Background: an optimization exercise with open tools, aiming at small area, a short achievable clock period and few clock cycles. Do not read the settings as production practice.
At most, simulation tests tie the RTL to the original design; equivalence was not proved.
Function not checked in runs 1 to 3, 5 and 6: the RTL went through the layout flow alone.
Power and IR drop assume default switching activity.

**design/flow/design.v**
```verilog
module sw_link_core (
    input  wire         clk,
    input  wire         rst,             
    input  wire [7:0]   cfg_self_addr,   
    input  wire [7:0]   cfg_peer_addr,   
    input  wire [6:0]   prog_len,        
    output wire [5:0]   prog_addr,       
    input  wire [7:0]   prog_data,       
    output wire         call_valid,
    output wire [3:0]   call_op,
    output wire [3:0]   call_len,
    output wire [111:0] call_data,
    input  wire         call_ready,
    input  wire         resp_ok,
    input  wire [1:0]   resp_mode,
    input  wire [3:0]   resp_len,
    input  wire [111:0] resp_data,
    input  wire         irq_rx,          
    input  wire         host_req,        
    input  wire [23:0]  host_slots,
    output wire [5:0]   err,
    output wire [1:0]   rej_reason,
    output wire [1:0]   lsm_state,
    output wire [5:0]   ord_code,
    output wire         halted
);
    localparam [3:0] OP_ENTER_RX    = 4'd0,
                     OP_TX_NONEMPTY = 4'd1,
                     OP_FLUSH_TX    = 4'd2,
                     OP_SEND        = 4'd3,
                     OP_READ_STATUS = 4'd4,
                     OP_RX_NONEMPTY = 4'd5,
                     OP_FLUSH_RX    = 4'd6,
                     OP_RECEIVE     = 4'd7,
                     OP_SAMPLE      = 4'd8,
                     OP_EMIT        = 4'd9;
    localparam [1:0] M_IDLE = 2'd0, M_RX = 2'd1, M_TX = 2'd2, M_REC = 2'd3;
    localparam [4:0] X_NOP        = 5'b00_000,
                     X_SAMPLE     = 5'b00_010,
                     X_HOSTFWD    = 5'b00_011,
                     X_ORDREQ_ACK = 5'b00_100,
                     X_ENC_VALUE  = 5'b01_000,
                     X_ENC_ORDER  = 5'b01_001,
                     X_DEC_VALUE  = 5'b01_010,
                     X_DEC_ORDER  = 5'b01_011,
                     X_ORD_PACK   = 5'b10_000,
                     X_ORD_TAGCUR = 5'b10_001,
                     X_ORD_UNPACK = 5'b10_010,
                     X_ORD_APPLY  = 5'b10_011,
                     X_LINK_INIT  = 5'b11_000,
                     X_LINK_SEND  = 5'b11_001,
                     X_LINK_REARM = 5'b11_010,
                     X_LINK_RECV  = 5'b11_011,
                     X_LINK_RXDONE= 5'b11_100;
    localparam [7:0] CH_T = 8'h54, CH_L = 8'h4C, CH_H = 8'h48;
    function known;
        input [7:0] b;
        known = (b == CH_T) || (b == CH_L) || (b == CH_H);
    endfunction
    function [1:0] code_of;
        input [7:0] b;
        code_of = (b == CH_T) ? 2'b00 : (b == CH_L) ? 2'b01 : 2'b10;
    endfunction
    reg [5:0]   pc;
    reg         halt_r;
    reg [4:0]   ir;            
    reg         cv;            
    reg [3:0]   cop;           
    reg [2:0]   spin_n;        
    reg [7:0]   self_q, peer_q;
    reg [5:0]   op_tag;
    reg [31:0]  op_temp;
    reg [15:0]  op_hum;
    reg [31:0]  op_lux;
    reg [7:0]   op_slot0, op_slot1, op_slot2;
    reg [7:0]   res_tag;
    reg [31:0]  res_temp;
    reg [15:0]  res_hum;
    reg [31:0]  res_lux;
    reg [1:0]   rs_c0, rs_c1, rs_c2;
    reg         rs_e01, rs_e02, rs_e12;
    reg [87:0]  txb;
    reg         tx_nz, tx_14;
    reg [87:0]  rxb;
    reg         rx_vok, rx_ook;
    reg         rx_pend, order_pend, res_valid, ord_ok;
    reg [1:0]   lsm;
    reg [3:0]   stall_cnt;
    reg [5:0]   err_r;
    reg [1:0]   rej_r;
    reg [1:0]   ord0, ord1, ord2;
    reg         emit;          
    assign prog_addr  = pc;
    assign call_valid = cv;
    assign call_op    = cop;
    assign call_len   = {tx_14, 2'b11, 1'b0};
    assign call_data  = {txb[87:56],
                         emit ? {res_hum, res_lux, res_temp[31:24]} : txb[55:0],
                         emit ? res_temp[23:0] :
                                {self_q, peer_q, 4'b0000, tx_14, 3'b101}};
    assign err        = err_r;
    assign rej_reason = rej_r;
    assign lsm_state  = lsm;
    assign ord_code   = {ord2, ord1, ord0};
    assign halted     = halt_r;
    wire        hs = cv & call_ready;
    wire        rs_tx    = (resp_mode == M_TX);
    wire        rs_rx    = (resp_mode == M_RX);
    wire        spin_more = rs_tx & (spin_n != 3'd7);
    wire        is_send  = (ir == X_LINK_SEND);
    wire        is_rearm = (ir == X_LINK_REARM);
    wire        forced   = ~rs_rx & (stall_cnt >= 4'd10);
    reg         last;
    always @(*) begin
        case (cop)
            OP_TX_NONEMPTY, OP_FLUSH_TX, OP_SEND,
            OP_RX_NONEMPTY, OP_FLUSH_RX:   last = 1'b0;
            OP_READ_STATUS:                last = ~spin_more & ~(is_rearm & forced);
            default:                       last = 1'b1;
        endcase
    end
    wire        adv = ~cv | (call_ready & last);
    wire [1:0]  t_c0 = res_tag[5:4];
    wire [1:0]  t_c1 = res_tag[3:2];
    wire [1:0]  t_c2 = res_tag[1:0];
    wire        un_r1 = res_tag[7];
    wire        un_r2 = (t_c0 == t_c1) | (t_c0 == t_c2) | (t_c1 == t_c2);
    wire        un_r3 = (&t_c0) | (&t_c1) | (&t_c2);
    wire        un_ok = ~un_r1 & ~un_r2 & ~un_r3;
    wire        ap_r2 = rs_e01 | rs_e02 | rs_e12;
    wire        ap_r3 = (&rs_c0) | (&rs_c1) | (&rs_c2);
    wire        ap_ok = ~ap_r2 & ~ap_r3;
    wire        pk_ok = known(op_slot0) & known(op_slot1) & known(op_slot2);
    wire [7:0]  rx_b3 = rxb[7:0];
    wire [7:0]  rx_b4 = rxb[15:8];
    wire [7:0]  rx_b5 = rxb[23:16];
    function [1:0] code3;
        input [7:0] b;
        code3 = known(b) ? code_of(b) : 2'b11;
    endfunction
    reg         rx_pend_d, order_pend_d, res_valid_d, ord_ok_d;
    always @(*) begin
        rx_pend_d = rx_pend;
        if (hs && cop == OP_ENTER_RX && ir == X_LINK_RXDONE) rx_pend_d = 1'b0;
        if (irq_rx) rx_pend_d = 1'b1;
        order_pend_d = order_pend;
        if (ir == X_ORDREQ_ACK) order_pend_d = 1'b0;
        if (host_req) order_pend_d = 1'b1;
        res_valid_d = res_valid;
        if (ir == X_DEC_VALUE) res_valid_d = rx_vok;
        if (ir == X_DEC_ORDER) res_valid_d = rx_ook;
        ord_ok_d = ord_ok;
        if (ir == X_ORD_UNPACK) ord_ok_d = un_ok;
        if (ir == X_ORD_APPLY)  ord_ok_d = ap_ok;
    end
    wire        tx_nz_d = tx_nz | (ir == X_ENC_VALUE) | (ir == X_ENC_ORDER);
    wire [7:0]  w = prog_data;
    reg         w_legal;
    always @(*) begin
        case (w)
            8'h00, 8'h01, 8'h02, 8'h03, 8'h04,
            8'h10, 8'h11, 8'h12, 8'h13,
            8'h20, 8'h21, 8'h22, 8'h23,
            8'h30, 8'h31, 8'h32, 8'h33, 8'h34: w_legal = 1'b1;
            default:                           w_legal = w[7];
        endcase
    end
    wire        f_halt = ({1'b0, pc} >= prog_len) | ~w_legal;
    wire        w_ctl  = w[7] | (w[7:1] == 7'd0);      
    reg         skip_no;     
    always @(*) begin
        case (w[5:4])
            2'd0: skip_no = ~rx_pend_d;
            2'd1: skip_no = ~order_pend_d;
            2'd2: skip_no = ~res_valid_d;
            default: skip_no = ~ord_ok_d;
        endcase
    end
    wire [5:0]  pc_inc  = pc + 6'd1;
    wire [5:0]  pc_skip = pc + 6'd1 + {2'b00, w[3:0]};
    wire [5:0]  pc_nxt  = (w[7:6] == 2'b11)            ? w[5:0]  :
                          (w[7:6] == 2'b10 && skip_no) ? pc_skip : pc_inc;
    reg         w_call;
    reg [3:0]   w_op;
    always @(*) begin
        w_call = 1'b1;
        case (w[5:0])
            6'h02:   w_op = OP_SAMPLE;
            6'h03:   w_op = OP_EMIT;
            6'h31:   begin w_op = OP_TX_NONEMPTY; w_call = tx_nz_d; end
            6'h32:   w_op = OP_READ_STATUS;
            6'h33:   w_op = OP_RECEIVE;
            6'h30,
            6'h34:   w_op = OP_ENTER_RX;
            default: begin w_op = OP_ENTER_RX; w_call = 1'b0; end
        endcase
        if (w_ctl) w_call = 1'b0;
    end
    always @(posedge clk) begin
        self_q <= cfg_self_addr;
        peer_q <= cfg_peer_addr;
    end
    always @(posedge clk) begin
        if (rst) begin
            pc     <= 6'd0;
            halt_r <= 1'b0;
            ir     <= X_NOP;
            cv     <= 1'b0;
            cop    <= OP_ENTER_RX;
            emit   <= 1'b0;
            spin_n <= 3'd0;
        end else begin
            if (hs) begin
                case (cop)
                    OP_TX_NONEMPTY: cop <= resp_ok ? OP_FLUSH_TX : OP_SEND;
                    OP_FLUSH_TX:    cop <= OP_SEND;
                    OP_SEND:        begin cop <= OP_READ_STATUS; spin_n <= 3'd0; end
                    OP_READ_STATUS: begin
                        spin_n <= spin_n + 3'd1;
                        if (!spin_more) cop <= OP_RX_NONEMPTY;
                    end
                    OP_RX_NONEMPTY: cop <= resp_ok ? OP_FLUSH_RX : OP_ENTER_RX;
                    OP_FLUSH_RX:    cop <= OP_ENTER_RX;
                    default: ;
                endcase
            end
            if (adv) begin
                if (halt_r || f_halt || w_ctl) begin
                    ir <= X_NOP;
                    cv <= 1'b0;
                end else begin
                    ir     <= {w[5:4], w[2:0]};
                    cv     <= w_call;
                    cop    <= w_op;
                    emit   <= (w_op == OP_EMIT);
                    spin_n <= 3'd0;
                end
                if (!halt_r) begin
                    if (f_halt) halt_r <= 1'b1;
                    else        pc     <= pc_nxt;
                end
            end
        end
    end
    always @(posedge clk) begin
        if (rst) begin
            op_tag     <= 6'd0;
            op_temp    <= 32'd0;
            op_hum     <= 16'd0;
            op_lux     <= 32'd0;
            op_slot0   <= 8'd0;
            op_slot1   <= 8'd0;
            op_slot2   <= 8'd0;
            res_tag    <= 8'd0;
            res_temp   <= 32'd0;
            res_hum    <= 16'd0;
            res_lux    <= 32'd0;
            rs_c0      <= 2'b11;
            rs_c1      <= 2'b11;
            rs_c2      <= 2'b11;
            rs_e01     <= 1'b1;
            rs_e02     <= 1'b1;
            rs_e12     <= 1'b1;
            tx_nz      <= 1'b0;
            tx_14      <= 1'b0;
            rx_vok     <= 1'b0;
            rx_ook     <= 1'b0;
            lsm        <= M_IDLE;
            stall_cnt  <= 4'd0;
            err_r      <= 6'd0;
            rej_r      <= 2'd0;
            ord0       <= 2'b00;      
            ord1       <= 2'b01;      
            ord2       <= 2'b10;      
        end else begin
            case (ir)
            X_ENC_VALUE: begin
                tx_nz <= 1'b1;
                tx_14 <= 1'b1;
            end
            X_ENC_ORDER: begin
                tx_nz <= 1'b1;
                tx_14 <= 1'b0;
            end
            X_DEC_VALUE: if (rx_vok) begin
                res_tag  <= rx_b3;
                res_temp <= rxb[39:8];
                res_hum  <= rxb[55:40];
                res_lux  <= rxb[87:56];
            end
            X_DEC_ORDER: if (rx_ook) begin
                rs_c0  <= code3(rx_b3);
                rs_c1  <= code3(rx_b4);
                rs_c2  <= code3(rx_b5);
                rs_e01 <= (rx_b3 == rx_b4);
                rs_e02 <= (rx_b3 == rx_b5);
                rs_e12 <= (rx_b4 == rx_b5);
            end
            X_ORD_PACK: begin
                if (!pk_ok)
                    err_r[4] <= 1'b1;
                else
                    op_tag <= {code_of(op_slot0), code_of(op_slot1), code_of(op_slot2)};
            end
            X_ORD_TAGCUR: op_tag <= {ord0, ord1, ord2};
            X_ORD_UNPACK: begin
                if (un_ok) begin
                    rs_c0  <= t_c0;
                    rs_c1  <= t_c1;
                    rs_c2  <= t_c2;
                    rs_e01 <= 1'b0;
                    rs_e02 <= 1'b0;
                    rs_e12 <= 1'b0;
                end else begin
                    rej_r    <= un_r1 ? 2'd1 : un_r2 ? 2'd2 : 2'd3;
                    err_r[3] <= 1'b1;
                end
            end
            X_ORD_APPLY: begin
                if (ap_ok) begin
                    ord0 <= rs_c0;
                    ord1 <= rs_c1;
                    ord2 <= rs_c2;
                end else begin
                    rej_r    <= ap_r2 ? 2'd2 : 2'd3;
                    err_r[3] <= 1'b1;
                end
            end
            X_LINK_SEND: if (!cv) err_r[4] <= 1'b1;    
            default: ;
            endcase
            if (hs) begin
                case (cop)
                OP_SAMPLE: begin
                    op_temp <= resp_data[31:0];
                    op_hum  <= resp_data[47:32];
                    op_lux  <= resp_data[79:48];
                end
                OP_ENTER_RX: begin
                    lsm <= M_RX;
                    if (ir != X_LINK_RXDONE) stall_cnt <= 4'd0;
                    if (ir == X_LINK_REARM)  err_r[2]  <= 1'b1;
                end
                OP_SEND: begin
                    if (!resp_ok) err_r[0] <= 1'b1;
                    lsm <= M_TX;
                end
                OP_READ_STATUS: if (!spin_more) begin
                    if (rs_tx) err_r[2] <= 1'b1;
                    if (is_send) begin
                        if (!rs_tx) lsm <= M_IDLE;
                    end else if (rs_rx) begin
                        stall_cnt <= 4'd0;
                        lsm       <= M_RX;
                    end else if (!forced) begin
                        stall_cnt <= stall_cnt + 4'd1;
                        lsm       <= M_REC;
                    end
                end
                OP_RECEIVE: begin
                    if (resp_ok) begin
                        rx_vok <= (resp_len >= 4'd14) && (resp_data[15:8] == self_q);
                        rx_ook <= (resp_len >= 4'd6)  && (resp_data[15:8] == self_q);
                    end else begin
                        err_r[1] <= 1'b1;
                        rx_vok   <= 1'b0;
                        rx_ook   <= 1'b0;
                    end
                end
                default: ;
                endcase
            end
            if (host_req) begin
                op_slot0 <= host_slots[7:0];
                op_slot1 <= host_slots[15:8];
                op_slot2 <= host_slots[23:16];
            end
            if (f_halt && adv && !halt_r) err_r[5] <= 1'b1;
        end
    end
    always @(posedge clk) begin
        if (rst) begin
            rx_pend    <= 1'b0;
            order_pend <= 1'b0;
            res_valid  <= 1'b0;
            ord_ok     <= 1'b0;
        end else begin
            rx_pend    <= rx_pend_d;
            order_pend <= order_pend_d;
            res_valid  <= res_valid_d;
            ord_ok     <= ord_ok_d;
        end
    end
    always @(posedge clk) begin
        case (ir)
        X_ENC_VALUE: txb <= {op_lux, op_hum, op_temp, 2'b00, op_tag};
        X_ENC_ORDER: txb[23:0] <= {op_slot2, op_slot1, op_slot0};
        default: ;
        endcase
        if (hs && cop == OP_RECEIVE && resp_ok)
            rxb <= resp_data[111:24];
    end
endmodule
```
**design/flow/flow/run.sh**
```bash
#!/bin/bash
# Standard layout, with the port buffers made of the smallest buffer cell.
set -euo pipefail
export BUFFER_PORTS_ARGS="-buffer_cell sky130_fd_sc_hd__buf_1"
bash standard.sh > standard_flow.log 2>&1
```
**design/flow/standard.sh**
```bash
#!/bin/bash
# synth_recipe.tcl (not shown) runs the flow's synth.tcl, then flattens the netlist and writes it again
# the make line also repeats each setting of config.mk as NAME=value (left out here)
make -C /OpenROAD-flow-scripts/flow DESIGN_CONFIG=/design/flow/config.mk WORK_HOME=/design/flow/orfs CLKGATE_MAP_FILE= SYNTH_SCRIPT=/design/flow/synth_recipe.tcl "${@:-finish}"
```
**design/flow/config.mk**
```make
export PLATFORM = sky130hd
export DESIGN_NAME = sw_link_core
export DESIGN_NICKNAME = sw_link_core
export VERILOG_FILES = /design/flow/design.v
export SDC_FILE = /design/flow/constraint.sdc
export NUM_CORES = 4
export LEC_CHECK = 0
export CAP_MARGIN = 20
export CORE_MARGIN = 2
export CORE_UTILIZATION = 35
export SETUP_SLACK_MARGIN = 2.2
export SLEW_MARGIN = 20
```
**design/flow/constraint.sdc**
```tcl
create_clock -name core_clock -period 5.0 [get_ports {clk}]
set_input_delay 1.0000 -clock core_clock [delete_from_list [all_inputs] [get_ports {clk}]]
set_output_delay 1.0000 -clock core_clock [all_outputs]
set_load 0.01 [all_outputs]
```
==> flow_summary.json, run 1 <==
{
  "critical_path_required_ns": 4.00,
  "grt_max_degree": 103,
  "drive_above_1_share_pct": 11.4,
  "rr_worst_depth": 5,
  "syn_inst": 1715,
  "stdcell_area_sq_um": 21400,
  "antenna_found_initial": 5,
  "synth-main-ff-cell": "dfxtp_1",
  "hp-class": "reg2reg",
  "crit_path_end": "call_data[75]",
  "coreArea_sq_um": 51100,
  "min_period_ns": 2.82,
  "drv_cap": 0,
  "clk_path_buf_depth": 3,
  "syn_area_sq_um": 18000,
  "dr_wl_met3_um": 3660,
  "fmax_ghz": 0.354,
  "fin_skew_ns": 0.0142,
  "synth_top_area_share_pct": 30.1,
  "dieHeight_um": 231,
  "rsz0062_at_grt": "yes",
  "yosys_warnings": 1,
  "wl_met1_um": 22400,
  "p_sw_share_pct": 22.0,
  "fin_tns_setup_ns": 0,
  "synth_edf_count": 176,
  "synthArstFlopShare_pct": 0,
  "syn_to_final_growth_pct": 18.9,
  "drcViolationCount": 0,
  "wirelength_um": 51300,
  "synth_cell_types": 77,
  "p_leak_nw": 7.26,
  "dr.pass1.iters": 5,
  "total_power_w": 0.00788,
  "cts_max_level": 2,
  "clockRootBuffer": "clkbuf_16",
  "reg2reg_from": "ir[1]",
  "hold_buffers": 0,
  "p_clk_share_pct": 46.7,
  "ys_seq_area_share_pct": 59.5,
  "routedWlPerCell_um": 19.1,
  "initial_utilization_pct": 35.2,
  "grt_use_total_pct": 18.4,
  "postRouteAntennaNets": 0,
  "dpl_cell_area_sq_um": 19600,
  "num_io_pins": 323,
  "rrSetupSlack_ns": 2.31,
  "cp.arrival_ns": 1.82,
  "cts_sinks": 447,
  "die_w_um": 231,
  "grt-ovfl-total": 0,
  "p_comb_share_pct": 4.4,
  "relSlewSlack_pct": 28.4,
  "cts_tree": "built",
  "clk_pin_slew_worst_paths_ns": 0.06,
  "port_buffers": 318,
  "p_switching_w": 0.00174,
  "cp-end-kind": "output port",
  "nNetsFinal": 2165,
  "peakVddDrop_mv": 0.260,
  "crit_start": "emit",
  "slew_violations": 0,
  "reg2reg_to": "res_lux[14]",
  "start_kind": "flip-flop",
  "dp_hpwl_um": 33600,
  "clkLatencyLatePin_ns": 0.58,
  "final_hold_viol_count": 0,
  "worstPathMaxFanout": 32,
  "fin_crit_sh_pct": 56.5,
  "p_int_w": 0.00614,
  "row_count": 83,
  "cts_buffers": 48,
  "outcome": "complete, no violations",
  "synth_area_leaders": "dfxtp_1, edfxtp_1, nand2_1",
  "pwr_density_cell_nw_per_um2": 368,
  "vias": 13445,
  "synth_top_area_cell": "dfxtp_1",
  "ys_seq_elements": 447,
  "crit_type": "reg2out",
  "setup_violations": 0,
  "tightest_slew_ns": 1.07,
  "power_frac_seq_pct": 48.9,
  "hp-start": "op_temp[19]",
  "wl_met2_um": 23900,
  "grt_pass1_vias": 13075,
  "place_congestion": 0.850,
  "viasPerCell": 5.00,
  "grt_pass1_wl_um": 76000,
  "die-area_sq_um": 53300,
  "synth.avg_cell_area_sq_um": 10.5,
  "dr.max_layer_used": "met5",
  "drt_iter0_markers": 1038
}
-- timing repair --
action	CTS	global route
pin swaps	2	3
endpoints found under the setup margin	108	170
gates cloned	0	1
gates resized for setup	9	8
buffers inserted	4	6
-- metrics by stage --
| stage | setup WS (ns) | hold slack (ns) | cells | util (%) |
|---|---|---|---|---|
| 6_report | 2.18 | 0.428 | 2690 | 41.9 |
| 5_1_grt | 2.13 | 0.435 | 2690 | 41.9 |
| 4_1_cts | 2.13 | 0.429 | 2682 | 41.7 |
| 3_5_place_dp | 1.46 | 0.415 | 2589 | 38.3 |
| 3_3_place_gp | 1.48 | 0.411 | 2589 | 38.3 |
| 2_1_floorplan | 1.77 | 0.408 | 1716 | - |
-- synth_stat cells (6+ instances only) --
cell type and number:
xnor2_1 14, a211oi_1 7, buf_1 7, mux2i_1 34, inv_1 19, dfxtp_1 271
mux2_2 96, clkbuf_1 84, nand2b_1 10, nand3_1 22, buf_2 9, and2_1 8
a211o_1 13, nor2b_1 13, a21oi_1 201, nand4_1 9, nor2_1 110, o21ai_0 16
nand4b_1 6, a31oi_1 6, edfxtp_1 176, a22oi_1 10, nand2_1 371, o22ai_1 6
xor2_1 37, nor4_1 19, ha_1 15, nor3_1 12, buf_4 37
-- worst max-delay path, cell delays in order, from the launching register on --
cell,delay [ns]
dfxtp_4,0.45
buf_16,0.26
mux2_2,0.37
buf_1,0.14
-- cell families after synthesis --
| kind of cell | Yosys count | share of synthesized area [%] |
|---|---|---|
| AO/OA/AOI/OAI | 293 | 9.43 |
| AND/OR/NAND/NOR | 615 | 15.1 |
| buffers and inverters | 158 | 4.21 |
| XOR/XNOR | 51 | 2.48 |
| multiplexers | 133 | 8.10 |
| adder cells (fa/ha/maj) | 16 | 1.15 |
| flip-flops | 447 | 59.5 |
| other | 2 | 0.0417 |
-- power groups by stage --
stage	Combinational (W)	Clock, W	Sequential [W]
global placement	0.000333	0	0.00393
finish	0.000346	0.00368	0.00385
global route	0.000382	0.00390	0.00386
CTS	0.000342	0.00377	0.00385
floorplan	0.000210	0	0.00392
detailed placement	0.000339	0	0.00393
-- sequential cells by signal, indices dropped and copies added, names as in the netlist, 3 cells and up --
register	count
op_tag	6
op_slot0	8
rxb	88
op_slot2	8
self_q	8
res_tag	7
res_hum	16
op_temp	32
stall_cnt	4
txb	88
res_temp	32
pc	6
spin_n	3
cop	4
ir	5
op_slot1	8
err_r	6
op_hum	16
peer_q	8
res_lux	32
op_lux	32
-- per-layer routing --
layer,track usage [%],vias to the layer above
met5,0,-
li1,-,6428
met2,29.9,456
met1,24.3,6489
met4,5.50,2
met3,4.53,70
-- cell type report --
class	count	area, sq um
diodes	1	2.50
clock buffers	62	1330
clock inverters	27	320
fillers	5033	29700
inverters	19	71.3
multi-input cells	1112	6650
flip-flops and latches	447	10700
well taps	680	851
repair buffers	342	1470
-- layout by cell type (no fill, tap or decap), types with 7 or more instances in the layout --
cell,Yosys,routed
a211o_1,13,13
a211oi_1,7,7
a21oi_1,201,201
a22oi_1,10,10
and2_1,8,7
buf_1,7,315
buf_4,37,16
clkbuf_1,84,9
clkbuf_16,0,50
clkinv_1,0,8
dfxtp_1,271,267
edfxtp_1,176,176
ha_1,15,15
inv_1,19,19
mux2_2,96,96
mux2i_1,34,34
nand2_1,371,369
nand2b_1,10,9
nand3_1,22,21
nand4_1,9,9
nor2_1,110,108
nor2b_1,13,13
nor3_1,12,11
nor4_1,19,18
o21ai_0,16,16
xnor2_1,14,14
xor2_1,37,37
-- worst min path at each step --
stage               cells after the start       to
global route                            0  txb[60]
global placement                        0  txb[82]
floorplan                               0  txb[24]
detailed placement                      0  txb[28]
CTS                                     0  txb[28]
finish                                  0  txb[27]
==> run 2: changes to the inputs <==
--- a/design/flow/config.mk
+++ b/design/flow/config.mk
@@ -10,2 +10,4 @@
 export CORE_UTILIZATION = 35
+export CTS_BUF_LIST = sky130_fd_sc_hd__clkbuf_8
+export CTS_CLUSTER_SIZE = 25
 export SETUP_SLACK_MARGIN = 2.2
==> flow_summary.json, run 2 <==
{
  "outcome": "complete, no violations",
  "initial_utilization_pct": 35.2,
  "coreArea_sq_um": 51100,
  "worstPathMaxFanout": 32,
  "hold_buffers": 0,
  "drcViolationCount": 0,
  "critical_path_required_ns": 4.00,
  "slew_violations": 0,
  "fmax_ghz": 0.347,
  "yosys_warnings": 1,
  "port_buffers": 318,
  "setup_violations": 0,
  "largestRegisters": "rxb x88, txb x88",
  "synthTopCellsByCount": "nand2_1, dfxtp_1, a21oi_1, edfxtp_1, nor2_1",
  "cp.arrival_ns": 1.88,
  "synthMostInstantiatedCell": "nand2_1",
  "syn_inst": 1715,
  "cts_tree": "built",
  "clk_path_buf_depth": 3,
  "rsz0062_at_grt": "yes",
  "cts_buffers": 78,
  "drive_above_1_share_pct": 13.3,
  "ys_seq_area_share_pct": 59.5,
  "dr.pass1.iters": 7,
  "stdcell_area_sq_um": 21300,
  "num_io_pins": 323,
  "synthArstFlopShare_pct": 0,
  "dp_hpwl_um": 33600,
  "grt_pass1_vias": 13364,
  "cp-end-kind": "output port",
  "row_count": 83,
  "drv_cap": 0,
  "final_hold_viol_count": 0,
  "die_w_um": 231,
  "clk_pin_slew_worst_paths_ns": 0.06,
  "grt-ovfl-total": 0,
  "routedWlPerCell_um": 18.9,
  "post-route-worst-setup-slack_ns": 2.12,
  "fin_skew_ns": 0.0498,
  "synth-main-ff-cell": "dfxtp_1",
  "p_leak_nw": 7.39,
  "pre_cts_ws_ns": 1.46,
  "vias": 13651,
  "relSlewSlack_pct": 26.6,
  "place_congestion": 0.850,
  "ys_seq_elements": 447,
  "hp-class": "reg2reg",
  "start_kind": "flip-flop",
  "syn_area_sq_um": 18000,
  "viasPerCell": 4.96,
  "synth_top_area_cell": "dfxtp_1",
  "pwr_density_cell_nw_per_um2": 351,
  "clkLatencyLatePin_ns": 0.66,
  "final_cell_mix": "nand2_1, buf_1, dfxtp_1",
  "synth_top_area_share_pct": 30.1,
  "drt_iter0_markers": 978,
  "crit_type": "reg2out",
  "cts_sinks": 447,
  "tightest_slew_ns": 1.10,
  "die-area_sq_um": 53300,
  "fin_tns_setup_ns": 0,
  "grt_max_degree": 103,
  "synth_edf_count": 176,
  "grt_pass1_wl_um": 76800,
  "synth.avg_cell_area_sq_um": 10.5,
  "postRouteAntennaNets": 0,
  "dpl_cell_area_sq_um": 19600,
  "final_common_cell": "nand2_1",
  "synth_cell_types": 77,
  "cts_max_level": 3,
  "grt_use_total_pct": 18.8,
  "syn_to_final_growth_pct": 18.5,
  "fin_crit_sh_pct": 57.6,
  "post-route-util_pct": 41.8,
  "dp.cells": 2589,
  "final-instance-count-excl-fill": 2751,
  "dieHeight_um": 231,
  "min_period_ns": 2.88,
  "antenna_found_initial": 6,
  "nNetsFinal": 2197,
  "synth_area_leaders": "dfxtp_1, edfxtp_1, nand2_1",
  "peakVddDrop_mv": 0.296,
  "clockRootBuffer": "clkbuf_8",
  "wirelength_um": 52000
}
[run 2: layer usage]
layer  vias up  global-route usage (%)  wire length [um]
li1       6510                       -                 -
met1      6608                    24.4             22700
met2       443                    29.4             23900
met3        88                    5.00              3880
met4         2                    8.33              1500
met5         -                       0                13
[run 2: critical path, cell delays in order, from the launching register on]
cell and delay (ns):
dfxtp_4 0.43, buf_12 0.25, mux2_2 0.37, buf_1 0.14
[run 2: cell type report]
cell class                 count  area [sq um]
antenna                        4          10.0
clock buffer                  91          1250
clock inverter                54           297
fill                        5053         29800
inverter                      19          71.3
multi-input combinational   1112          6660
sequential                   447         10700
tap                          680           851
timing repair buffer         344          1480
[run 2: path summary, 6_finish.rpt]
path / from / end / slack [ns] / depth (start not counted)
worst min-delay path: op_lux[28] / txb[84] / 0.42 / 0
worst max register to register: ir[1] / res_lux[14] / 2.25 / 5
worst max-delay path: emit / call_data[78] / 2.12 / 3
worst min register to register: op_lux[28] / txb[84] / 0.42 / 0
[run 2: report_power, final]
part	switching, W	internal (W)
registers	0.0000395	0.00381
clock network	0.00152	0.00177
logic	0.000210	0.000137
total	0.00177	0.00572
[run 2: cells by family (layout without fill, tap and decap cells)]
group                    Yosys count  after routing  share of synthesized area (%)
multiplexers                     133            133                           8.10
XOR/XNOR                          51             51                           2.48
flip-flops                       447            447                           59.5
adder cells (fa/ha/maj)           16             16                           1.15
AO/OA/AOI/OAI                    293            293                           9.43
AND/OR/NAND/NOR                  615            616                           15.1
other                              2              7                         0.0417
buffers and inverters            158            508                           4.21
[run 2: stage by stage]
step / total power (W) / hold WS (ns)
floorplan: 0.00413 / 0.408
global placement: 0.00426 / 0.411
detailed placement: 0.00427 / 0.415
CTS: 0.00759 / 0.384
global route: 0.00778 / 0.416
finish: 0.00749 / 0.418
[run 2: repair_timing]
item	in CTS	in global routing
cloned	0	1
pin swaps	2	3
setup buffers	4	8
setup endpoints to repair	120	180
hold endpoints to repair	0	0
gates resized for setup	6	19
==> run 3: changes to the inputs <==
--- a/design/flow/config.mk
+++ b/design/flow/config.mk
@@ -10,5 +10,3 @@
 export CORE_UTILIZATION = 35
-export CTS_BUF_LIST = sky130_fd_sc_hd__clkbuf_8
-export CTS_CLUSTER_SIZE = 25
-export SETUP_SLACK_MARGIN = 2.2
+export SETUP_SLACK_MARGIN = 2.6
 export SLEW_MARGIN = 20
==> flow_summary.json, run 3 <==
{
  "outcome": "complete, no violations",
  "antenna_found_initial": 6,
  "cts_tree": "built",
  "worstPathMaxFanout": 7,
  "drt_iter0_markers": 1121,
  "dr.pass1.iters": 5,
  "cp.buffers_inverters": 3,
  "fin_skew_ns": 0.0158,
  "p_leak_nw": 8.08,
  "die_w_um": 231,
  "synth.avg_cell_area_sq_um": 10.5,
  "fin_tns_setup_ns": 0,
  "routedWlPerCell_um": 20.4,
  "grt_pass1_vias": 13103,
  "peakVddDrop_mv": 0.257,
  "path_cells": "buf_12, buf_12, mux2_2, clkbuf_2",
  "syn_to_final_growth_pct": 26.8,
  "clockRootBuffer": "clkbuf_16",
  "nNetsFinal": 2204,
  "synthMostInstantiatedCell": "nand2_1",
  "relSlewSlack_pct": 47.7,
  "clkLatencyLatePin_ns": 0.59,
  "place_congestion": 0.866,
  "postRouteAntennaNets": 0,
  "largestRegisters": "rxb x88, txb x88",
  "clk_path_buf_depth": 3,
  "drive_above_1_share_pct": 18.4,
  "syn_area_sq_um": 18000,
  "grt_max_degree": 144,
  "crit_family": "buffers and inverters",
  "synthArstFlopShare_pct": 0,
  "syn_inst": 1715,
  "drv_cap": 0,
  "crit_top_cell": "buf_12",
  "final_common_cell": "nand2_1",
  "synthTopCellsByCount": "nand2_1, dfxtp_1, a21oi_1, edfxtp_1, nor2_1",
  "cts_buffers": 50,
  "coreArea_sq_um": 51100,
  "total_power_w": 0.00818,
  "post-route-util_pct": 44.7,
  "grt_use_total_pct": 19.7,
  "hp-class": "reg2reg",
  "synth_cell_types": 77,
  "num_io_pins": 323,
  "post-route-worst-setup-slack_ns": 2.21,
  "hold_ws_ns": 0.428,
  "setup_violations": 0,
  "yosys_warnings": 1,
  "reg2reg_from": "ir[2]",
  "fin_crit_sh_pct": 55.9,
  "cts_sinks": 447,
  "ys_seq_elements": 447,
  "row_count": 83,
  "cp-end-kind": "output port",
  "pwr_density_cell_nw_per_um2": 358,
  "synth-main-ff-cell": "dfxtp_1",
  "die-area_sq_um": 53300,
  "fmax_ghz": 0.358,
  "rsz0062_at_grt": "yes",
  "port_buffers": 318,
  "crit_type": "reg2out",
  "final_hold_viol_count": 0,
  "synth_edf_count": 176,
  "final.fill_count": 4864,
  "synth_area_leaders": "dfxtp_1, edfxtp_1, nand2_1",
  "wirelength_um": 55600,
  "cp.arrival_ns": 1.79,
  "cts_max_level": 2,
  "critical_path_required_ns": 4.00,
  "min_period_ns": 2.79,
  "synth_top_area_cell": "dfxtp_1",
  "dp_hpwl_um": 33100,
  "drcViolationCount": 0,
  "crit_start": "emit",
  "slowest_delay_ns": 0.39,
  "slowest_stage": "dfxtp_4",
  "hold_buffers": 0,
  "synth_top_area_share_pct": 30.1,
  "dieHeight_um": 231,
  "final_cell_mix": "nand2_1, dfxtp_1, buf_1",
  "start_kind": "flip-flop",
  "hp-start": "op_lux[29]",
  "viasPerCell": 5.03,
  "ys_seq_area_share_pct": 59.5,
  "grt_pass1_wl_um": 79700,
  "grt-ovfl-total": 0,
  "tightest_slew_ns": 0.784,
  "clk_pin_slew_worst_paths_ns": 0.06,
  "pre_cts_ws_ns": 1.55,
  "vias": 13746,
  "slew_violations": 0,
  "initial_utilization_pct": 35.2
}
==> run 3: changes by cell type in the layout (fill, tap and decap cells not counted), sizes merged, moves of 2 or more <==
cell    before  now
inv         49   20
bufinv       2    7
diode        4    2
and4b        1    3
clkinv      16   13
clkbuf      97   79
buf        338  363
==> run 3: where the power goes <==
group / total [W] / internal (W) / switching (W)
clock network: 0.00393 / 0.00239 / 0.00153
registers: 0.00385 / 0.00381 / 0.0000426
logic: 0.000404 / 0.000176 / 0.000228
==> run 3: stage by stage <==
step | area [sq um] | std cells
6_report | 22800 | 2733
5_1_grt | 22800 | 2732
3_3_place_gp | 19700 | 2588
2_1_floorplan | 18200 | 1716
3_5_place_dp | 19700 | 2588
4_1_cts | 21800 | 2710
==> run 3: final timing paths <==
path | slack (ns) | cells after the start | endpoint
setup / recovery | 2.21 | 4 | call_data[76]
hold / removal | 0.43 | 0 | txb[85]
setup reg to reg | 2.66 | 7 | pc[2]
hold reg to reg | 0.43 | 0 | txb[85]
==> run 3: area by class of cell <==
cell class	count	area (sq um)	share of cell area (%)
Timing Repair Buffer	374	2330	10.2
Antenna cell	2	5.00	0.0219
Multi-Input combinational cell	1117	7050	30.9
Clock buffer	68	1440	6.31
Tap cell	680	851	3.73
Clock inverter	26	349	1.53
Sequential cell	447	10700	47.0
Inverter	19	71.3	0.312
==> run 3: cell families (layout without fill, tap and decap cells) <==
kind of cell    Yosys count  after routing  share of synthesized area (%)
mux                     133            133                           8.10
fa+ha+maj                16             16                           1.15
xor+xnor                 51             51                           2.48
simple gates            615            621                           15.1
other cells               2              5                         0.0417
buf+inv                 158            487                           4.21
flops                   447            447                           59.5
compound gates          293            293                           9.43
==> run 3: timing repair <==
item,4_1_cts,5_1_grt
cloned,5,7
pin swaps,8,5
setup buffers,23,12
endpoints found under the setup margin,282,152
gates resized for setup,30,280
==> run 3: per-layer routing <==
layer / track usage (%) / wire [um] / vias to the layer above
met5: 0 / 30 / -
met4: 6.09 / 1180 / 4
met3: 5.05 / 3880 / 81
met2: 30.7 / 25800 / 438
met1: 26.8 / 24700 / 6688
li1: - / - / 6535
==> run 4: changes to the inputs <==
--- a/design/flow/design.v
+++ b/design/flow/design.v
@@ -91,3 +91,3 @@
     reg [1:0]   ord0, ord1, ord2;
-    reg         emit;          
+    wire        emit = (cop == OP_EMIT);
     assign prog_addr  = pc;
@@ -209,3 +209,2 @@
             cop    <= OP_ENTER_RX;
-            emit   <= 1'b0;
             spin_n <= 3'd0;
@@ -234,3 +233,2 @@
                     cop    <= w_op;
-                    emit   <= (w_op == OP_EMIT);
                     spin_n <= 3'd0;
==> design/flow/run.sh (new file) <==
#!/bin/bash
# synth_recipe.tcl (not shown) runs the flow's synth.tcl, then flattens the netlist and writes it again
# the make line also repeats each setting of config.mk as NAME=value (left out here)
make -C /OpenROAD-flow-scripts/flow DESIGN_CONFIG=/design/flow/config.mk WORK_HOME=/design/flow/orfs CLKGATE_MAP_FILE= SYNTH_SCRIPT=/design/flow/synth_recipe.tcl finish
--- a/design/flow/config.mk
+++ b/design/flow/config.mk
@@ -10,3 +10,2 @@
 export CORE_UTILIZATION = 35
-export SETUP_SLACK_MARGIN = 2.6
 export SLEW_MARGIN = 20
removed: design/flow/flow/run.sh
removed: design/flow/standard.sh
==> flow_summary.json, run 4 <==
{
  "outcome": "complete, no violations",
  "wirelength_um": 50400,
  "coreArea_sq_um": 50300,
  "antenna_found_initial": 3,
  "grt_max_degree": 97,
  "p_leak_nw": 7.85,
  "final_cell_mix": "nand2_1, clkdlybuf4s50_1, dfxtp_1",
  "tightest_slew_ns": 1.09,
  "start_kind": "flip-flop",
  "syn_inst": 1707,
  "met2_usage_pct": 29.5,
  "grt_use_total_pct": 18.5,
  "synthTopCellsByCount": "nand2_1, dfxtp_1, a21oi_1, edfxtp_1, nor2_1",
  "grtUsageMet1_pct": 24.4,
  "relSlewSlack_pct": 27.2,
  "yosys_warnings": 1,
  "crit_type": "reg2out",
  "synthArstFlopShare_pct": 0,
  "peakVddDrop_mv": 0.247,
  "drive_above_1_share_pct": 9.21,
  "clkLatencyLatePin_ns": 0.59,
  "stdcell_area_sq_um": 23000,
  "final_common_cell": "nand2_1",
  "drv_cap": 0,
  "routedWlPerCell_um": 18.9,
  "gr-usage-met3_pct": 5.56,
  "grt_pass1_wl_um": 76300,
  "place_congestion": 0.862,
  "slowest_stage": "dfxtp_1",
  "syn_to_final_growth_pct": 28.5,
  "cts_max_level": 2,
  "post_cts_buffers": 0,
  "synth_cell_types": 71,
  "fmax_ghz": 0.245,
  "postRouteAntennaNets": 0,
  "cp.buffers_inverters": 2,
  "port_buffers": 318,
  "clk_pin_slew_worst_paths_ns": 0.06,
  "final-instance-count-excl-fill": 2669,
  "die_w_um": 230,
  "cts_tree": "built",
  "dieHeight_um": 230,
  "synth.avg_cell_area_sq_um": 10.5,
  "cts_sinks": 446,
  "final_hold_viol_count": 0,
  "synth_top_area_cell": "dfxtp_1",
  "ys_seq_elements": 446,
  "ys_seq_area_share_pct": 59.9,
  "synthMostInstantiatedCell": "nand2_1",
  "dpl_cell_area_sq_um": 21400,
  "dp.cells": 2577,
  "cts_buffers": 49,
  "hold_buffers": 0,
  "synth_area_leaders": "dfxtp_1, edfxtp_1, nand2_1",
  "slowest_delay_ns": 0.64,
  "post_cts_resized": 0,
  "grt_pass1_vias": 13070,
  "clk_path_buf_depth": 3,
  "antennaDiodeCount": 0,
  "num_io_pins": 323,
  "vias": 13194,
  "nNetsFinal": 2151,
  "synth-main-ff-cell": "dfxtp_1",
  "viasPerCell": 4.94,
  "min_period_ns": 4.09,
  "synth_edf_count": 176,
  "critical_path_required_ns": 4.00,
  "worstPathMaxFanout": 80,
  "dp_hpwl_um": 33500,
  "fin_skew_ns": 0.0175,
  "cp-end-kind": "output port",
  "fin_crit_sh_pct": 81.7,
  "largestRegisters": "rxb x88, txb x88",
  "syn_area_sq_um": 17900,
  "die-area_sq_um": 52800,
  "row_count": 82,
  "fin_tns_setup_ns": 0,
  "clockRootBuffer": "clkbuf_16",
  "grt-ovfl-total": 0,
  "grt-busiest-layer": "met2",
  "pwr_density_cell_nw_per_um2": 337,
  "hp-class": "reg2reg",
  "initial_utilization_pct": 35.5,
  "synth_top_area_share_pct": 30.3,
  "path_cells": "nor4b_2, buf_12, mux2_2, clkdlybuf4s50_1",
  "drt_iter0_markers": 847,
  "rsz0062_at_grt": "no",
  "drcViolationCount": 0,
  "crit_family": "buffers and inverters",
  "setup_violations": 0,
  "cp.arrival_ns": 3.09,
  "slew_violations": 0,
  "dr.pass1.iters": 5
}
-- run 4: cell count changes after synthesis, moves of 5 or more --
cell      previous run  this run
a211o_1             13         7
o211ai_1             2        13
clkbuf_1            84        92
nand2_1            371       379
mux2_1               2        22
nor3_1              12        21
nor2_1             110       100
mux2_2              96        77
a21oi_1            201       207
buf_2                9         4
-- run 4: worst paths after layout --
kind / startpoint / cells past startpoint / end / slack, ns
worst max register to register: cop[2] / 8 / cop[1] / 1.75
worst min register to register: op_temp[31] / 0 / txb[39] / 0.42
worst min-delay path: op_temp[31] / 0 / txb[39] / 0.42
worst max-delay path: cop[0] / 4 / call_data[63] / 0.91
-- run 4: layout make-up --
| cell class | instances | area (sq um) |
|---|---|---|
| clock buffer | 67 | 1340 |
| sequential | 446 | 10700 |
| clock inverter | 25 | 180 |
| multi-input combinational | 1102 | 6470 |
| fill | 4758 | 27300 |
| timing repair buffer | 334 | 3340 |
| inverter | 23 | 86.3 |
| tap | 672 | 841 |
-- run 4: logic make-up (layout without fill, tap and decap cells) --
| group | count (synthesis) | in the layout | share of synthesized area [%] |
|---|---|---|---|
| mux | 137 | 137 | 8.37 |
| xor+xnor | 45 | 45 | 2.21 |
| fa+ha+maj | 16 | 16 | 1.16 |
| other cells | 2 | 3 | 0.0421 |
| compound gates | 296 | 296 | 9.55 |
| buf+inv | 160 | 449 | 4.15 |
| simple gates | 605 | 605 | 14.6 |
| flops | 446 | 446 | 59.9 |
-- run 4: metal layers --
metal | wire length [um] | part of all wire (%)
met1 | 22200 | 44
met2 | 23200 | 46
met3 | 3930 | 7.8
met5 | 33 | 0.066
met4 | 1040 | 2.1
-- run 4: where the power goes --
group / total (W) / internal [W] / switching [W]
clock: 0.00342 / 0.00194 / 0.00147
combinational: 0.000472 / 0.000258 / 0.000214
sequential: 0.00385 / 0.00381 / 0.0000397
total: 0.00774 / 0.00602 / 0.00173
-- run 4: worst reg2reg max path: stages (launching register included) --
cell      delay [ns]
dfxtp_1         0.67
nor4b_2         0.67
nand3_1         0.26
o211ai_1        0.32
a211o_1         0.50
a211oi_2        0.06
buf_4           0.21
a2111o_1        0.39
a21oi_1         0.11
-- run 4: through the flow --
step | setup WS [ns] | total power [W] | hold WS, ns | util, %
4_1_cts | 0.881 | 0.00785 | 0.415 | 45.6
3_3_place_gp | 1.22 | 0.00440 | 0.411 | 42.6
3_5_place_dp | 1.23 | 0.00440 | 0.415 | 42.6
5_1_grt | 0.698 | 0.00802 | 0.423 | 45.7
6_report | 0.914 | 0.00774 | 0.416 | 45.7
2_1_floorplan | 0.762 | 0.00413 | 0.408 | -
Testbench counts of run 4, summed over its fixed seeds: cycles 32,362.
==> run 5: changes to the inputs <==
--- a/design/flow/design.v
+++ b/design/flow/design.v
@@ -69,3 +69,3 @@
     reg [2:0]   spin_n;        
-    reg [7:0]   self_q, peer_q;
+    reg [79:0]  cd;            
     reg [5:0]   op_tag;
@@ -91,3 +91,4 @@
     reg [1:0]   ord0, ord1, ord2;
-    wire        emit = (cop == OP_EMIT);
+    reg         emit;          
+    wire        emit_d;
     assign prog_addr  = pc;
@@ -96,6 +97,3 @@
     assign call_len   = {tx_14, 2'b11, 1'b0};
-    assign call_data  = {txb[87:56],
-                         emit ? {res_hum, res_lux, res_temp[31:24]} : txb[55:0],
-                         emit ? res_temp[23:0] :
-                                {self_q, peer_q, 4'b0000, tx_14, 3'b101}};
+    assign call_data  = {txb[87:56], cd};
     assign err        = err_r;
@@ -198,6 +196,15 @@
     end
-    always @(posedge clk) begin
-        self_q <= cfg_self_addr;
-        peer_q <= cfg_peer_addr;
-    end
+    wire        dec_v      = (ir == X_DEC_VALUE) & rx_vok;
+    wire [7:0]  res_tag_d  = dec_v ? rx_b3      : res_tag;
+    wire [31:0] res_temp_d = dec_v ? rxb[39:8]  : res_temp;
+    wire [15:0] res_hum_d  = dec_v ? rxb[55:40] : res_hum;
+    wire [31:0] res_lux_d  = dec_v ? rxb[87:56] : res_lux;
+    wire [87:0] txb_d      = (ir == X_ENC_VALUE) ? {op_lux, op_hum, op_temp, 2'b00, op_tag} :
+                             (ir == X_ENC_ORDER) ? {txb[87:24], op_slot2, op_slot1, op_slot0} :
+                                                   txb;
+    wire        tx_14_d    = (ir == X_ENC_VALUE) | (tx_14 & (ir != X_ENC_ORDER));
+    assign      emit_d     = adv ? (w_op == OP_EMIT) : emit;
+    always @(posedge clk)
+        cd <= emit_d ? {res_hum_d, res_lux_d, res_temp_d}
+                     : {txb_d[55:0], cfg_self_addr, cfg_peer_addr, 4'b0000, tx_14_d, 3'b101};
     always @(posedge clk) begin
@@ -209,4 +216,6 @@
             cop    <= OP_ENTER_RX;
+            emit   <= 1'b0;
             spin_n <= 3'd0;
         end else begin
+            emit <= emit_d;
             if (hs) begin
@@ -274,15 +283,11 @@
             case (ir)
-            X_ENC_VALUE: begin
+            X_ENC_VALUE, X_ENC_ORDER: begin
                 tx_nz <= 1'b1;
-                tx_14 <= 1'b1;
+                tx_14 <= tx_14_d;
             end
-            X_ENC_ORDER: begin
-                tx_nz <= 1'b1;
-                tx_14 <= 1'b0;
-            end
-            X_DEC_VALUE: if (rx_vok) begin
-                res_tag  <= rx_b3;
-                res_temp <= rxb[39:8];
-                res_hum  <= rxb[55:40];
-                res_lux  <= rxb[87:56];
+            X_DEC_VALUE: begin
+                res_tag  <= res_tag_d;
+                res_temp <= res_temp_d;
+                res_hum  <= res_hum_d;
+                res_lux  <= res_lux_d;
             end
@@ -359,4 +364,4 @@
                     if (resp_ok) begin
-                        rx_vok <= (resp_len >= 4'd14) && (resp_data[15:8] == self_q);
-                        rx_ook <= (resp_len >= 4'd6)  && (resp_data[15:8] == self_q);
+                        rx_vok <= (resp_len >= 4'd14) && (resp_data[15:8] == cfg_self_addr);
+                        rx_ook <= (resp_len >= 4'd6)  && (resp_data[15:8] == cfg_self_addr);
                     end else begin
@@ -392,7 +397,3 @@
     always @(posedge clk) begin
-        case (ir)
-        X_ENC_VALUE: txb <= {op_lux, op_hum, op_temp, 2'b00, op_tag};
-        X_ENC_ORDER: txb[23:0] <= {op_slot2, op_slot1, op_slot0};
-        default: ;
-        endcase
+        txb <= txb_d;
         if (hs && cop == OP_RECEIVE && resp_ok)
==> design/flow/flow/run.sh (new file) <==
#!/bin/bash
# Standard layout, with the port buffers made of the smallest buffer cell.
set -euo pipefail
export BUFFER_PORTS_ARGS="-buffer_cell sky130_fd_sc_hd__buf_1"
bash standard.sh > standard_flow.log 2>&1
==> design/flow/standard.sh (new file) <==
#!/bin/bash
# synth_recipe.tcl (not shown) runs the flow's synth.tcl, then flattens the netlist and writes it again
# the make line also repeats each setting of config.mk as NAME=value (left out here)
make -C /OpenROAD-flow-scripts/flow DESIGN_CONFIG=/design/flow/config.mk WORK_HOME=/design/flow/orfs CLKGATE_MAP_FILE= SYNTH_SCRIPT=/design/flow/synth_recipe.tcl "${@:-finish}"
--- a/design/flow/config.mk
+++ b/design/flow/config.mk
@@ -10,2 +10,3 @@
 export CORE_UTILIZATION = 35
+export SETUP_SLACK_MARGIN = 2.8
 export SLEW_MARGIN = 20
removed: design/flow/run.sh
==> flow_summary.json, run 5 <==
{
  "outcome": "complete, no violations",
  "ys_seq_area_share_pct": 58.7,
  "initial_utilization_pct": 35.4,
  "yosys.area_share.adder_pct": 1.07,
  "drv_cap": 0,
  "nNetsFinal": 2372,
  "tightest_slew_ns": 1.05,
  "num_io_pins": 323,
  "grt_use_total_pct": 20.1,
  "place_congestion": 0.859,
  "antenna_found_initial": 5,
  "final_hold_viol_count": 0,
  "postRouteAntennaNets": 0,
  "grt-ovfl-total": 0,
  "dp_hpwl_um": 36100,
  "setup_violations": 0,
  "grt_pass1_vias": 14460,
  "rsz0062_at_grt": "yes",
  "synth_compound_area_share_pct": 8.76,
  "fin_tns_setup_ns": 0,
  "post-route-worst-setup-slack_ns": 2.36,
  "start_kind": "flip-flop",
  "die_w_um": 240,
  "cts_sinks": 511,
  "synth_top_area_cell": "dfxtp_1",
  "stdcell_area_sq_um": 24800,
  "crit_type": "reg2reg",
  "cts_buffers": 55,
  "synthTopCellsByCount": "dfxtp_1, nor2_1, nand2_1, a21oi_1, mux2i_1",
  "dr.pass1.iters": 5,
  "cts_max_level": 2,
  "rrSetupSlack_ns": 2.36,
  "hp-class": "reg2reg",
  "relSlewSlack_pct": 30.0,
  "dp.cells": 2804,
  "synthMostInstantiatedCell": "dfxtp_1",
  "synth-main-ff-cell": "dfxtp_1",
  "fmax_ghz": 0.379,
  "grt_max_degree": 90,
  "pwr_density_cell_nw_per_um2": 361,
  "fin_skew_ns": 0.0246,
  "hold_buffers": 0,
  "drt_iter0_markers": 912,
  "coreArea_sq_um": 55100,
  "largestRegisters": "rxb x88, txb x88, cd x80",
  "drcViolationCount": 0,
  "synth_xor_area_share_pct": 2.29,
  "dpl_cell_area_sq_um": 21400,
  "clk_path_buf_depth": 3,
  "synth_top_family_by_area": "simple AND/OR/NAND/NOR gates",
  "fin_crit_sh_pct": 52.8,
  "syn_area_sq_um": 19500,
  "final-instance-count-excl-fill": 2972,
  "slew_violations": 0,
  "dieHeight_um": 240,
  "die-area_sq_um": 57600,
  "ys_seq_elements": 511,
  "synth_top_area_share_pct": 40.2,
  "worstPathMaxFanout": 7,
  "port_buffers": 318,
  "yosys_warnings": 1,
  "synth_area_leaders": "dfxtp_1, edfxtp_1, mux2i_1",
  "row_count": 86,
  "synthSimpleGateAreaFrac_pct": 14.5,
  "critical_path_required_ns": 5.48,
  "pre_cts_ws_ns": 1.44,
  "viasPerCell": 4.98,
  "synth.area.mux_share_pct": 10.3,
  "clockRootBuffer": "clkbuf_16",
  "peakVddDrop_mv": 0.254,
  "synthArstFlopShare_pct": 0,
  "clk_pin_slew_worst_paths_ns": 0.06,
  "grt_pass1_wl_um": 87300,
  "final.fill_count": 5170,
  "p_leak_nw": 9.58,
  "cp.arrival_ns": 3.12,
  "clkLatencyLatePin_ns": 0.61,
  "syn_inst": 1866,
  "final_common_cell": "dfxtp_1",
  "synth.avg_cell_area_sq_um": 10.4,
  "min_period_ns": 2.64,
  "wirelength_um": 60200,
  "syn_to_final_growth_pct": 27.1,
  "routedWlPerCell_um": 20.3,
  "final_cell_mix": "dfxtp_1, buf_1, nor2_1",
  "synth_cell_types": 74,
  "vias": 14802,
  "cp-end-kind": "flip-flop",
  "cts_tree": "built",
  "drive_above_1_share_pct": 17.1,
  "synth_edf_count": 120
}
[run 5: metrics by stage]
step                      hold slack (ns)  util (%)  power, W
after global placement              0.429      38.8   0.00484
after CTS                           0.448      44.1   0.00899
after detailed placement            0.435      38.8   0.00485
after floorplan                     0.412         -   0.00468
final                               0.445      44.9   0.00893
after global routing                0.468      44.9   0.00924
[run 5: critical path: stages (launching register included)]
cell and delay (ns):
dfxtp_4 0.35, ha_4 0.16, ha_4 0.15, or4bb_1 0.49, a31oi_1 0.20, a32o_4 0.22, mux2_8 0.43, buf_16 0.19
clkbuf_16 0.19, nor2_2 0.08, a21oi_1 0.04
[run 5: where the power goes]
part | internal (W) | switching (W)
Clock | 0.00240 | 0.00170
Sequential | 0.00427 | 0.0000478
Combinational | 0.000219 | 0.000303
[run 5: final timing paths]
path              cells past startpoint       from        to
hold reg to reg                       2   err_r[3]  err_r[3]
setup / recovery                     10  spin_n[0]    cd[22]
setup reg to reg                     10  spin_n[0]    cd[22]
hold / removal                        2   err_r[3]  err_r[3]
[run 5: metal layers]
metal	track usage, %	wire [um]	vias up
met5	0	58	-
met4	7.08	1870	10
met3	4.73	3670	119
met2	32.3	27900	433
met1	26.5	26700	7204
li1	-	-	7036
[run 5: cell families after synthesis]
group,Yosys count
AO/OA/AOI/OAI,291
buffers and inverters,165
other,2
AND/OR/NAND/NOR,634
adder cells (fa/ha/maj),16
flip-flops,511
multiplexers,196
XOR/XNOR,51
[run 5: timing repair]
item	in CTS	in global routing
endpoints found under the setup margin	466	252
resized for setup	142	66
gates cloned	21	4
pin swaps	15	14
buffers inserted	25	14
[run 5: area by class of cell]
| cell class | count | area [sq um] | area share [%] |
|---|---|---|---|
| Antenna cell | 1 | 2.50 | 0.0101 |
| Clock buffer | 76 | 1570 | 6.32 |
| Clock inverter | 27 | 265 | 1.07 |
| Inverter | 21 | 86.3 | 0.349 |
| Multi-Input combinational cell | 1201 | 8170 | 33.0 |
| Sequential cell | 511 | 11500 | 46.4 |
| Tap cell | 748 | 936 | 3.78 |
| Timing Repair Buffer | 387 | 2250 | 9.10 |
==> run 6: changes to the inputs <==
--- a/design/flow/config.mk
+++ b/design/flow/config.mk
@@ -10,3 +10,3 @@
 export CORE_UTILIZATION = 35
-export SETUP_SLACK_MARGIN = 2.8
+export SETUP_SLACK_MARGIN = 2.5
 export SLEW_MARGIN = 20
==> flow_summary.json, run 6 <==
{
  "outcome": "complete, no violations",
  "setup_violations": 0,
  "rrSetupSlack_ns": 2.37,
  "crit_start": "spin_n[0]",
  "cp-end-kind": "flip-flop",
  "syn_inst": 1866,
  "grt_pass1_vias": 14893,
  "reg2reg_from": "spin_n[0]",
  "rsz0062_at_grt": "yes",
  "largestRegisters": "rxb x88, txb x88, cd x80",
  "total_power_w": 0.00897,
  "min_period_ns": 2.63,
  "cts_tree": "built",
  "vias": 15211,
  "final_common_cell": "dfxtp_1",
  "drcViolationCount": 0,
  "port_buffers": 318,
  "reg2reg_to": "cd[12]",
  "dp.cells": 2803,
  "relSlewSlack_pct": 38.5,
  "final_hold_viol_count": 0,
  "clk_pin_slew_worst_paths_ns": 0.06,
  "regArea_sq_um": 11500,
  "initial_utilization_pct": 35.4,
  "postRouteAntennaNets": 0,
  "fin_tns_setup_ns": 0,
  "cts_max_level": 2,
  "yosys_warnings": 1,
  "peakVddDrop_mv": 0.271,
  "row_count": 86,
  "fin_crit_sh_pct": 52.7,
  "clkLatencyLatePin_ns": 0.61,
  "final.fill_count": 5276,
  "fmax_ghz": 0.380,
  "grt_use_total_pct": 22.0,
  "cp.arrival_ns": 3.08,
  "hold_buffers": 0,
  "synth_top_area_share_pct": 40.2,
  "slew_violations": 0,
  "rr_worst_depth": 10,
  "hp-class": "reg2reg",
  "worstPathMaxFanout": 6,
  "nNetsFinal": 2386,
  "final_cell_mix": "dfxtp_1, buf_1, nor2_1",
  "antenna_found_initial": 3,
  "synth_edf_count": 120,
  "ys_seq_elements": 511,
  "viasPerCell": 5.10,
  "synth_cell_types": 74,
  "critical_path_required_ns": 5.45,
  "grt-ovfl-total": 0,
  "routedWlPerCell_um": 22.1,
  "hold_end": "txb[7]",
  "ys_seq_area_share_pct": 58.7,
  "crit_type": "reg2reg",
  "synth_area_leaders": "dfxtp_1, edfxtp_1, mux2i_1",
  "start_kind": "flip-flop",
  "drv_cap": 0,
  "num_io_pins": 323,
  "coreArea_sq_um": 55100,
  "dp_hpwl_um": 35400,
  "tightest_slew_ns": 0.922,
  "hp-start": "txb[7]",
  "synth_top_area_cell": "dfxtp_1",
  "hold_path_depth": 2,
  "wirelength_um": 65800,
  "cts_sinks": 511,
  "synth.avg_cell_area_sq_um": 10.4,
  "synthMostInstantiatedCell": "dfxtp_1",
  "place_congestion": 0.905,
  "post-route-util_pct": 45.0,
  "synth-main-ff-cell": "dfxtp_1",
  "final-instance-count-excl-fill": 2984,
  "grt_max_degree": 165,
  "cts_buffers": 55,
  "die_w_um": 240,
  "syn_to_final_growth_pct": 27.2,
  "grt_pass1_wl_um": 94600,
  "p_leak_nw": 9.51,
  "dr.pass1.iters": 5,
  "synthArstFlopShare_pct": 0,
  "drive_above_1_share_pct": 16.9,
  "dieHeight_um": 240,
  "clockRootBuffer": "clkbuf_16",
  "multi_input_area_sq_um": 8420,
  "fin_skew_ns": 0.0180,
  "pwr_density_cell_nw_per_um2": 362,
  "syn_area_sq_um": 19500,
  "synthTopCellsByCount": "dfxtp_1, nor2_1, nand2_1, a21oi_1, mux2i_1",
  "die-area_sq_um": 57600,
  "clk_path_buf_depth": 3,
  "drt_iter0_markers": 930
}
-- run 6: cell families after synthesis --
group | count (synthesis) | synth area share [%]
XOR/XNOR | 51 | 2.29
buffers and inverters | 165 | 4.30
AND/OR/NAND/NOR | 634 | 14.5
adder cells (fa/ha/maj) | 16 | 1.07
other | 2 | 0.0386
AO/OA/AOI/OAI | 291 | 8.76
multiplexers | 196 | 10.3
flip-flops | 511 | 58.7
-- run 6: metrics by stage --
stage	cell area [sq um]	setup slack (ns)	hold slack, ns
floorplan	19800	1.86	0.412
global route	24800	2.31	0.467
CTS	24300	2.32	0.446
finish	24800	2.37	0.443
detailed placement	21300	1.47	0.433
global placement	21300	1.52	0.427
-- run 6: report_power, final --
group	switching [W]	total (W)	internal, W
sequential	0.0000487	0.00432	0.00427
clock	0.00168	0.00412	0.00244
combinational	0.000317	0.000537	0.000220
total	0.00205	0.00897	0.00693
-- run 6: timing repair --
item,4_1_cts,5_1_grt
gates resized for setup,90,85
pin swaps,26,17
setup endpoints to repair,184,247
cloned,32,5
buffers inserted,35,6
-- run 6: cell type report --
type                    instances  area share [%]
well taps                     748            3.78
flip-flops and latches        511            46.2
clock inverters                16           0.727
multi-input cells            1223            34.0
diodes                          1          0.0101
repair buffers                379            8.18
clock buffers                  85            6.70
inverters                      21           0.349
-- run 6: how the worst max path moves through the flow --
| stage | to | cells past startpoint |
|---|---|---|
| after floorplan | rxb[0] | 4 |
| after global placement | cd[49] | 7 |
| after detailed placement | cd[53] | 6 |
| after CTS | cd[12] | 10 |
| after global routing | cd[57] | 10 |
| final | cd[12] | 10 |
-- run 6: routing by layer --
layer  vias up  global-route usage, %  part of all wire, %
met5         -                      0                0.041
met4         4                   6.42                  2.7
met3       107                   4.66                  5.6
met2       443                   36.1                   47
met1      7548                   29.2                   45
li1       7109                      -                    -
-- run 6: worst max-delay path, stage by stage, from the launching register on --
cell and delay, ns:
dfxtp_2 0.34, ha_4 0.16, ha_4 0.15, or4bb_4 0.52, a31oi_4 0.23, buf_12 0.15, a32o_4 0.20, buf_12 0.15
mux2_8 0.42, nor2_1 0.10, a21oi_1 0.05
==> run 7: changes to the inputs <==
--- a/design/flow/design.v
+++ b/design/flow/design.v
@@ -91,4 +91,2 @@
     reg [1:0]   ord0, ord1, ord2;
-    reg         emit;          
-    wire        emit_d;
     assign prog_addr  = pc;
@@ -205,5 +203,6 @@
     wire        tx_14_d    = (ir == X_ENC_VALUE) | (tx_14 & (ir != X_ENC_ORDER));
-    assign      emit_d     = adv ? (w_op == OP_EMIT) : emit;
+    wire        send_pend  = cv & (ir == X_LINK_SEND) & (cop != OP_READ_STATUS);
+    wire        cd_res     = (cv & (ir == X_HOSTFWD)) | ((w == 8'h03) & ~send_pend);
     always @(posedge clk)
-        cd <= emit_d ? {res_hum_d, res_lux_d, res_temp_d}
+        cd <= cd_res ? {res_hum_d, res_lux_d, res_temp_d}
                      : {txb_d[55:0], cfg_self_addr, cfg_peer_addr, 4'b0000, tx_14_d, 3'b101};
@@ -216,6 +215,4 @@
             cop    <= OP_ENTER_RX;
-            emit   <= 1'b0;
             spin_n <= 3'd0;
         end else begin
-            emit <= emit_d;
             if (hs) begin
--- a/design/flow/config.mk
+++ b/design/flow/config.mk
@@ -10,3 +10,3 @@
 export CORE_UTILIZATION = 35
-export SETUP_SLACK_MARGIN = 2.5
+export SETUP_SLACK_MARGIN = 2.4
 export SLEW_MARGIN = 20
==> flow_summary.json, run 7 <==
{
  "wl_met1_um": 24100,
  "p_leak_nw": 9.10,
  "dieHeight_um": 240,
  "postRouteAntennaNets": 0,
  "synth.area.mux_share_pct": 9.92,
  "dp_hpwl_um": 37100,
  "fmax_ghz": 0.397,
  "synth-main-ff-cell": "dfxtp_1",
  "grt_pass1_vias": 13965,
  "port_buffers": 318,
  "synth.avg_cell_area_sq_um": 10.4,
  "ys_seq_elements": 510,
  "synth_edf_count": 120,
  "syn_area_sq_um": 19500,
  "cts_sinks": 510,
  "wl_met2_um": 25400,
  "syn_to_final_growth_pct": 19.9,
  "yosys_warnings": 1,
  "clkLatencyLatePin_ns": 0.61,
  "start_kind": "flip-flop",
  "synthTopCellsByCount": "dfxtp_1, nor2_1, nand2_1, a21oi_1, mux2i_1",
  "clk_pin_slew_worst_paths_ns": 0.06,
  "clk_path_buf_depth": 3,
  "fin_crit_sh_pct": 50.4,
  "synth_xor_area_share_pct": 2.24,
  "synth_area_leaders": "dfxtp_1, edfxtp_1, mux2i_1",
  "dr.pass1.iters": 5,
  "synth_top_family_by_area": "simple AND/OR/NAND/NOR gates",
  "peakVddDrop_mv": 0.243,
  "die_w_um": 240,
  "crit_type": "reg2reg",
  "initial_utilization_pct": 35.4,
  "grt_pass1_wl_um": 81600,
  "p_clk_share_pct": 46.5,
  "dr.max_layer_used": "met5",
  "synthSimpleGateAreaFrac_pct": 15.5,
  "final_cell_mix": "dfxtp_1, buf_1, nor2_1",
  "outcome": "complete, no violations",
  "final_hold_viol_count": 0,
  "setup_violations": 0,
  "cts_tree": "built",
  "synthMostInstantiatedCell": "dfxtp_1",
  "synth_compound_area_share_pct": 8.58,
  "cts_max_level": 2,
  "viasPerCell": 4.93,
  "largestRegisters": "rxb x88, txb x88, cd x80",
  "fin_tns_setup_ns": 0,
  "synth_top_area_cell": "dfxtp_1",
  "cts_buffers": 53,
  "cp.arrival_ns": 3.05,
  "row_count": 86,
  "place_congestion": 0.829,
  "p_int_w": 0.00685,
  "vias": 14455,
  "drt_iter0_markers": 838,
  "cp-end-kind": "flip-flop",
  "final_common_cell": "dfxtp_1",
  "power_frac_seq_pct": 49.0,
  "relSlewSlack_pct": 26.3,
  "antenna_found_initial": 7,
  "p_sw_share_pct": 22.2,
  "synth_cell_types": 76,
  "routedWlPerCell_um": 18.6,
  "dr_wl_met3_um": 3790,
  "drv_cap": 0,
  "clockRootBuffer": "clkbuf_16",
  "nNetsFinal": 2336,
  "yosys.area_share.adder_pct": 1.06,
  "drive_above_1_share_pct": 12.0,
  "drcViolationCount": 0,
  "slew_violations": 0,
  "num_io_pins": 323,
  "coreArea_sq_um": 55200,
  "fin_skew_ns": 0.0179,
  "hp-class": "reg2reg",
  "worstPathMaxFanout": 12,
  "die-area_sq_um": 57800,
  "synth_top_area_share_pct": 39.9,
  "pwr_density_cell_nw_per_um2": 375,
  "hold_ws_ns": 0.451,
  "syn_inst": 1873,
  "wirelength_um": 54600,
  "grt_use_total_pct": 18.4,
  "rsz0062_at_grt": "yes",
  "hold_buffers": 0,
  "tightest_slew_ns": 1.10,
  "p_comb_share_pct": 4.6,
  "critical_path_required_ns": 5.53,
  "min_period_ns": 2.52,
  "p_switching_w": 0.00195,
  "antennaDiodeCount": 0,
  "grt-ovfl-total": 0,
  "ys_seq_area_share_pct": 58.4,
  "grt_max_degree": 150,
  "synthArstFlopShare_pct": 0
}
-- run 7: power groups by stage --
stage	combinational, W	clock [W]	sequential [W]
after detailed placement	0.000389	0	0.00440
after floorplan	0.000243	0	0.00439
after global placement	0.000381	0	0.00439
final	0.000404	0.00409	0.00431
after CTS	0.000403	0.00418	0.00431
after global routing	0.000447	0.00434	0.00431
-- run 7: kinds of logic after synthesis --
logic type,count (synthesis)
buffers and inverters,164
AND/OR/NAND/NOR,660
adder cells (fa/ha/maj),16
other,2
XOR/XNOR,50
AO/OA/AOI/OAI,282
multiplexers,189
flip-flops,510
-- run 7: what timing repair did --
item	in CTS	in global routing
resized for setup	19	26
cloned	1	1
endpoints found under the setup margin	222	115
setup buffers	14	7
pin swaps	6	2
-- run 7: layout make-up --
| type | count | area [sq um] |
|---|---|---|
| fillers | 5346 | 31800 |
| flip-flops and latches | 510 | 11400 |
| multi-input cells | 1201 | 7550 |
| repair buffers | 360 | 1640 |
| clock buffers | 75 | 1520 |
| well taps | 748 | 936 |
| clock inverters | 25 | 299 |
| inverters | 15 | 66.3 |
-- run 7: worst paths after layout --
kind | start | endpoint | slack [ns] | cells after the start
max | spin_n[0] | cop[1] | 2.48 | 10
max reg2reg | spin_n[0] | cop[1] | 2.48 | 10
min reg2reg | op_lux[7] | op_lux[7] | 0.45 | 2
min | op_lux[7] | op_lux[7] | 0.45 | 2
-- run 7: routing by layer --
layer | vias up | track usage [%]
met5 | - | 0
met4 | 12 | 5.01
met3 | 90 | 5.01
met2 | 382 | 29.7
met1 | 7017 | 24.2
li1 | 6954 | -
-- run 7: through the flow --
stage | worst slack [ns] | power [W] | utilization (%) | std cells | instance area (sq um)
floorplan | 1.72 | 0.00463 | - | 1874 | 19700
global placement | 1.21 | 0.00478 | 38.5 | 2811 | 21300
detailed placement | 1.18 | 0.00478 | 38.5 | 2811 | 21300
CTS | 2.42 | 0.00889 | 42.2 | 2926 | 23300
global route | 2.38 | 0.00910 | 42.5 | 2934 | 23400
finish | 2.48 | 0.00880 | 42.5 | 2934 | 23400
-- run 7: critical path, stage by stage (launching register included) --
cell       delay, ns
dfxtp_1         0.32
ha_1            0.20
ha_1            0.23
nand4bb_1       0.25
a31oi_2         0.28
o2bb2ai_4       0.21
or3b_4          0.21
a211oi_4        0.04
buf_12          0.17
or4_1           0.40
a21oi_1         0.13
Testbench counts of run 7, summed over its fixed seeds: cycles 32,362.

Setup slack of run 7, layout unchanged: 2.480 ns with ideal ports, 2.457 ns with driving cells assumed (clock clkbuf_16, inputs buf_2), 1.898 ns with port delays also shifted by the 0.652 ns mid clock arrival.
